Source: an optimization exercise on an open RTL-to-GDS flow (aim: small area, a short achievable clock period and few clock cycles). Production flows keep margins and buffers that such runs may drop.
In this exercise RTL edits were held to simulation tests only and were not proved equivalent to the original.
Power and IR drop assume default switching activity.

==> run a: inputs <==
==> flow/design.v (excerpt) <==
module bkt_tape (
    input  wire        clk,
    input  wire        rst,            
    input  wire        cmd_valid,
    output wire        cmd_ready,
    input  wire [31:0] cmd_data,
    output reg         rsp_valid,
    output reg  [2:0]  rsp_code,
    output reg  [31:0] rsp_data,
    output reg         rsp_byte_valid,
    output reg  [1:0]  rsp_byte_seg,
    output reg  [7:0]  rsp_byte
);
Settings: LEC_CHECK=0, CAP_MARGIN=20, CORE_MARGIN=2, CORE_UTILIZATION=55, PLACE_DENSITY=0.65, SETUP_SLACK_MARGIN=5, SLEW_MARGIN=20; clock period 15.0 ns.
run.sh (not shown) runs the stock make flow with config.mk's settings and CLKGATE_MAP_FILE= SYNTH_SCRIPT=/design/flow/synth_recipe.tcl, a recipe that flattens the netlist after the stock synthesis.
==> run b: changes against run a <==
--- a/flow/design.v
+++ b/flow/design.v
@@ -121,12 +121,17 @@
     wire        rsv_n   = !pb_pz;
     wire        rsv_b8  = ex[23:8] != 16'd0;
     wire        rsv_w16 = ex[23:16] != 8'd0;
     reg         run;            
     wire [23:0] p_t  = run ? ir[23:0] : ex[23:0];
-    wire [35:0] v_long  = {5'd0, p_t, 7'd0} + {6'd0, p_t, 6'd0} + {9'd0, p_t, 3'd0} - {3'd0, l7};
-    wire [35:0] v_lead  = {5'd0, p_t, 7'd0} + {6'd0, p_t, 6'd0} + {9'd0, p_t, 3'd0} - {3'd0, rem};
+    wire [31:0] c2a = {1'b0, p_t, 7'd0};
+    wire [31:0] c2b = {2'd0, p_t, 6'd0};
+    wire [31:0] c2c = {5'd0, p_t, 3'd0};
+    wire [31:0] p200s = c2a ^ c2b ^ c2c;
+    wire [31:0] p200c = (c2a & c2b) | (c2a & c2c) | (c2b & c2c);
+    wire [35:0] v_long  = {4'd0, p200s} + {3'd0, p200c, 1'b0} - {3'd0, l7};
+    wire [35:0] v_lead  = {4'd0, p200s} + {3'd0, p200c, 1'b0} - {3'd0, rem};
     wire [35:0] v_guard = {4'd0, p_t, 8'd0} - {10'd0, p_t, 2'd0} - {11'd0, p_t, 1'd0} - {3'd0, l7} - 36'd1;
     wire        t_one   = {1'b0, p_t} > tp_cut;
     wire        t_guard = !v_guard[35];
     wire        t_long  = !v_long[35];
     wire        t_lead  = !v_lead[35];
@@ -160,29 +165,24 @@
     wire [15:0] add_v   = opc[0] ? {8'd0, b8} : w16;       
     wire [16:0] add_t   = {1'b0, sum} + {1'b0, add_v};
     wire [15:0] add_r   = add_t[15:0] + {15'd0, add_t[16]};
     wire [16:0] tsum_b  = {1'b0, tp_sum} + {9'd0, acc_next};
     wire [15:0] tsum_r  = tsum_b[15:0] + {15'd0, tsum_b[16]};
-    wire        a_div   = (mode == M_DIV);
-    wire        h_first;
-    wire        h_bit;
-    wire        h_cin;
+    reg         sa_div_r, sa_zero_r, sa_cin_r, sa_bit_r;
+    wire        a_div   = sa_div_r;
+    wire        h_first = sa_zero_r;
+    wire        h_bit   = sa_bit_r;
+    wire        h_cin   = sa_cin_r;
     wire [33:0] sa_a    = h_first ? 34'd0 : {rem, a_div ? tp_l0h[30] : 1'b0};
     wire [33:0] sa_b    = a_div ? ~{1'b0, tp_pn, 1'b0} : (h_bit ? {3'd0, tp_l0h} : 34'd0);
     wire [34:0] sa_s    = {1'b0, sa_a} + {1'b0, sa_b} + {34'd0, a_div | h_cin};
     wire        dv_q    = sa_s[34];
     wire [32:0] dv_rem  = dv_q ? sa_s[32:0] : sa_a[32:0];
     wire        h_sat   = (!h_first && rem[32]) || sa_s[33] || sa_s[32];
     wire [32:0] h_acc   = {h_sat, sa_s[31:0]};
     wire [16:0] mk_k    = {tp_mfic, 1'b0} - 17'd1;
-    assign h_first = (mode == M_HA && cnt == 5'd0) || (mode == M_F3) ||
-                     (mode == M_MP && cnt == top_k);
-    reg    hbit_r;              
-    assign h_bit   = (mode == M_MP) ? hbit_r : 1'b1;
-    assign h_cin   = (mode == M_HA && cnt == 5'd0);
     wire [15:0] new_fic = (tp_phase == PH_CKSUM) ? cfg_fic_end : cfg_fic_std;
-    reg  [4:0]  top_k;
     reg  [4:0]  top_new;
     wire [16:0] new_k = {new_fic, 1'b0} - 17'd1;
     integer ti;
     always @* begin
         top_new = 5'd0;
@@ -311,19 +311,21 @@
     reg        rv;
     reg [2:0]  rc;
     reg [31:0] rdt;
     reg        consume;
     reg [3:0]  mode_n;
+    reg [4:0]  cnt_n;
     reg        mk_start;
     reg        xfer;
     always @(posedge clk) begin
         ph_n     = tp_phase;
         rv       = 1'b0;
         rc       = R_OK;
         rdt      = 32'd0;
         consume  = 1'b0;
         mode_n   = mode;
+        cnt_n    = cnt;
         mk_start = 1'b0;
         rsp_byte_valid <= 1'b0;
         rsp_byte       <= acc_next;
         rsp_byte_seg   <= (tp_phase == PH_READ_HEADER) ? 2'd0 :
                           (tp_phase == PH_READ_DATA) ? 2'd1 : 2'd2;
@@ -380,11 +382,11 @@
                         case (tp_phase)
                         PH_FIND_PILOT: begin
                             if (!cand_done && cand) begin
                                 consume = 1'b0;
                                 mode_n  = M_CHUNK;
-                                cnt     <= 5'd0;
+                                cnt_n     = 5'd0;
                                 xmode   <= 1'b0;
                                 skipa   <= 1'b0;
                                 ccarry  <= 8'd0;
                                 c125    <= 7'd0;
                             end else if (cand_done && cand_long) begin
@@ -585,23 +587,21 @@
                 default:
                     begin rv = 1'b1; rc = R_ILLEGAL; end
                 endcase
                 if (mk_start) begin
                     mode_n = M_MP;
-                    cnt    <= top_new;
-                    top_k  <= top_new;
-                    hbit_r <= 1'b1;
+                    cnt_n    = top_new;
                 end
             end
             M_CHUNK: begin
                 ccarry <= ch_t[11:4];
                 {rem, tp_l0h} <= {ch_t[3:0], rem, tp_l0h[30:4]};
                 if (cnt[3:1] != 3'b111) tp_ps <= {tp_ps[3:0], tp_ps[55:4]};
-                cnt <= cnt + 5'd1;
+                cnt_n = cnt + 5'd1;
                 if (cnt[3:0] == 4'd15) begin
                     mode_n = M_DIV;
-                    cnt    <= 5'd0;
+                    cnt_n    = 5'd0;
                 end
             end
             M_DIV: begin
                 rem    <= dv_rem;
                 tp_l0h <= {tp_l0h[29:0], dv_q};
@@ -613,31 +613,31 @@
                     if (cnt != 5'd0) begin
                         c125   <= s125_r;
                         tp_cut <= {tp_cut[23:0], s125_ge};
                     end
                 end
-                cnt <= cnt + 5'd1;
+                cnt_n = cnt + 5'd1;
                 if (cnt == 5'd30) begin
-                    cnt     <= 5'd0;
+                    cnt_n     = 5'd0;
                     mode_n  = xmode ? M_XW : (skipa ? M_F2 : M_HA);
                 end
             end
             M_HA: begin
                 if (cnt == 5'd0) tieflag <= rem_zero;
                 rem <= h_acc;
-                cnt <= cnt + 5'd1;
+                cnt_n = cnt + 5'd1;
                 if (cnt == 5'd2) mode_n = M_AW;
             end
             M_AW: mode_n = M_ACHK;
             M_XW: mode_n = M_XCHK;
             M_ACHK: begin
                 if (pb_lead) begin
                     mode_n = M_F2;               
                 end else begin
                     mode_n = M_CHUNK;
                     xmode  <= 1'b1;
-                    cnt    <= 5'd0;
+                    cnt_n    = 5'd0;
                     ccarry <= 8'd0;
                     tp_cut <= 25'd0;
                     sticky <= 1'b0;
                 end
             end
@@ -646,11 +646,11 @@
                 tp_l0h <= 31'd0;
                 if (pb_one && !sticky) begin
                     mode_n = M_CHUNK;
                     xmode  <= 1'b0;
                     skipa  <= 1'b1;
-                    cnt    <= 5'd0;
+                    cnt_n    = 5'd0;
                     ccarry <= 8'd0;
                     c125   <= 7'd0;
                 end else begin
                     mode_n = M_RUN;
                     cand_done <= 1'b1;
@@ -664,27 +664,26 @@
                 mode_n = M_F3;
             end
             M_F3: begin
                 tp_cut <= {tp_cut[23:0], s125_ge} + {24'd0, s125_r >= 7'd63};
                 rem    <= h_acc;
-                cnt    <= 5'd1;
+                cnt_n    = 5'd1;
                 mode_n = M_HL;
             end
             M_HL: begin
                 rem <= h_acc;
-                cnt <= cnt + 5'd1;
+                cnt_n = cnt + 5'd1;
                 if (cnt == 5'd2) begin
                     l7 <= h_acc;
                     mode_n = M_RUN;
                     cand_done <= 1'b1;
                     cand_long <= 1'b1;
                 end
             end
             M_MP: begin
                 rem <= h_acc;
-                cnt <= cnt - 5'd1;
-                hbit_r <= mk_k[cnt - 5'd1];
+                cnt_n = cnt - 5'd1;
                 if (cnt == 5'd0) mode_n = M_REF;
             end
             M_REF: mode_n = M_RUN;
             default: mode_n = M_RUN;
             endcase
@@ -692,10 +691,16 @@
         if (rst) begin
             full_reset;
             mode_n = M_RUN;
         end
         mode <= mode_n;
+        cnt  <= cnt_n;
+        sa_div_r  <= mode_n == M_DIV;
+        sa_zero_r <= (mode_n == M_HA && cnt_n == 5'd0) || mode_n == M_F3 ||
+                     (mode_n == M_MP && mode != M_MP);
+        sa_cin_r  <= mode_n == M_HA && cnt_n == 5'd0;
+        sa_bit_r  <= (mode_n == M_MP && mode == M_MP) ? mk_k[cnt - 5'd1] : 1'b1;
         run  <= rst || mode_n == M_RUN;
         if (!run) begin
             pb_one   <= t_one;
             pb_guard <= t_guard;
             pb_long  <= t_long;
==> flow/flow/run.sh (new file) <==
#!/bin/bash
# Layout flow: the standard flow (standard.sh, unchanged synthesis, floorplan,
# placement, CTS, routing) with a larger setup-slack margin for its timing-repair
# steps, so that repair keeps shortening paths below the design's period. The
# constraints (constraint.sdc, period) are not touched.
set -e
sed -i '/SETUP_SLACK_MARGIN/d' config.mk
echo 'export SETUP_SLACK_MARGIN = 10' >> config.mk
bash standard.sh > standard.log 2>&1
==> flow/standard.sh (new file) <==
#!/bin/bash
# synth_recipe.tcl (not shown) runs the flow's synth.tcl, then flattens the netlist and writes it again
# the make line also repeats each setting of config.mk as NAME=value (left out here)
make -C /OpenROAD-flow-scripts/flow DESIGN_CONFIG=/design/flow/config.mk WORK_HOME=/design/flow/orfs CLKGATE_MAP_FILE= SYNTH_SCRIPT=/design/flow/synth_recipe.tcl "${@:-finish}"
SETUP_SLACK_MARGIN = 10   (was 5)
removed: flow/run.sh
==> comparison table <==
Tightest Pin Transition: run a 1350 ps; run b 1180 ps
Leakage power: run a 0.0207 uW; run b 0.0216 uW
Internal power: run a 3200 uW; run b 3270 uW
Relative area of clock buffers and inverters in the final design: run a 4.87%; run b 4.64%
Multi-input combinational area share: run a 59.2%; run b 58.7%
Standard cell with the maximum stage delay on the critical path: run a sky130_fd_sc_hd__o31a_2; run b sky130_fd_sc_hd__nor4_1
Share of final-layout standard cells stronger than drive strength 1: run a 5.68%; run b 10.8%
Largest net degree at the start of global routing: run a 114; run b 83
Synthesis-to-finish area growth: run a 9.13%; run b 14.1%
Number of inserted filler cells in the final layout: run a 8029; run b 7654
Count of mapped cells out of synthesis: run a 6028; run b 5959
Worst hold slack: run a 450 ps; run b 443 ps
Number of buffers inserted to repair setup after CTS: run a 0; run b 89
Y dimension of the die: run a 303 um; run b 302 um
Proportion of cell area occupied by registers: run a 27.8%; run b 26.4%
Die width: run a 303 um; run b 302 um
Starting density of the core: run a 55.6%; run b 55.4%
Met3 capacity usage during global routing: run a 16.6%; run b 15.2%
Outcome: run a failed layout checks; run b timing/DRC/antenna clean
Reasons for failing layout checks: run a antenna violations; run b -
HPWL Detailed: run a 161 mm; run b 166 mm
Simple logic cell fraction of the synthesized area: run a 20.1%; run b 19.6%
Footprint of the multi-input gates: run a 31700 um^2; run b 32800 um^2
Number of multi-input logic gates: run a 4690; run b 4643
Cell area after synthesis: run a 49100 um^2; run b 49000 um^2
First-pass iteration count of the detailed router: run a 15; run b 11
PD cells: run a 82.2 nW/um^2; run b 81.6 nW/um^2
Detailed-routed wire length on met3: run a 31.8 mm; run b 33.9 mm
Testbench counts of run a, summed over its fixed seeds: cycles 63,832.
Testbench counts of run b, summed over its fixed seeds: cycles 63,832.

-- afterwards: timing with drivers on the ports --
The results above use ideal ports. As a check the final layouts listed here were re-extracted and re-timed, cells and wires unchanged.
Step 1 sets driving cells, clkbuf_16 on the clock port and buf_2 on the other inputs (assumed; they add their load-dependent delay and slew).
Step 2 times the ports against the registers' clock, not the clock port: input delays grow and output delays shrink by t, the midpoint of the rising clock arrivals with the driver on.
a / b / c = no drivers / after step 1 / after step 2; a / b = the first two.
run	shift t [ns]	setup slack, ns	clock arrival spread, ns	worst slew at a driven data input, ns
run a	0.740	8.217 / 8.217 / 8.217	0.033 / 0.033	0.12
run b	0.746	9.707 / 9.707 / 9.208	0.035 / 0.035	0.05
For run b, which loses most, drivers alone change the setup slack by 0.000 ns; drivers and shift together by -0.499 ns.
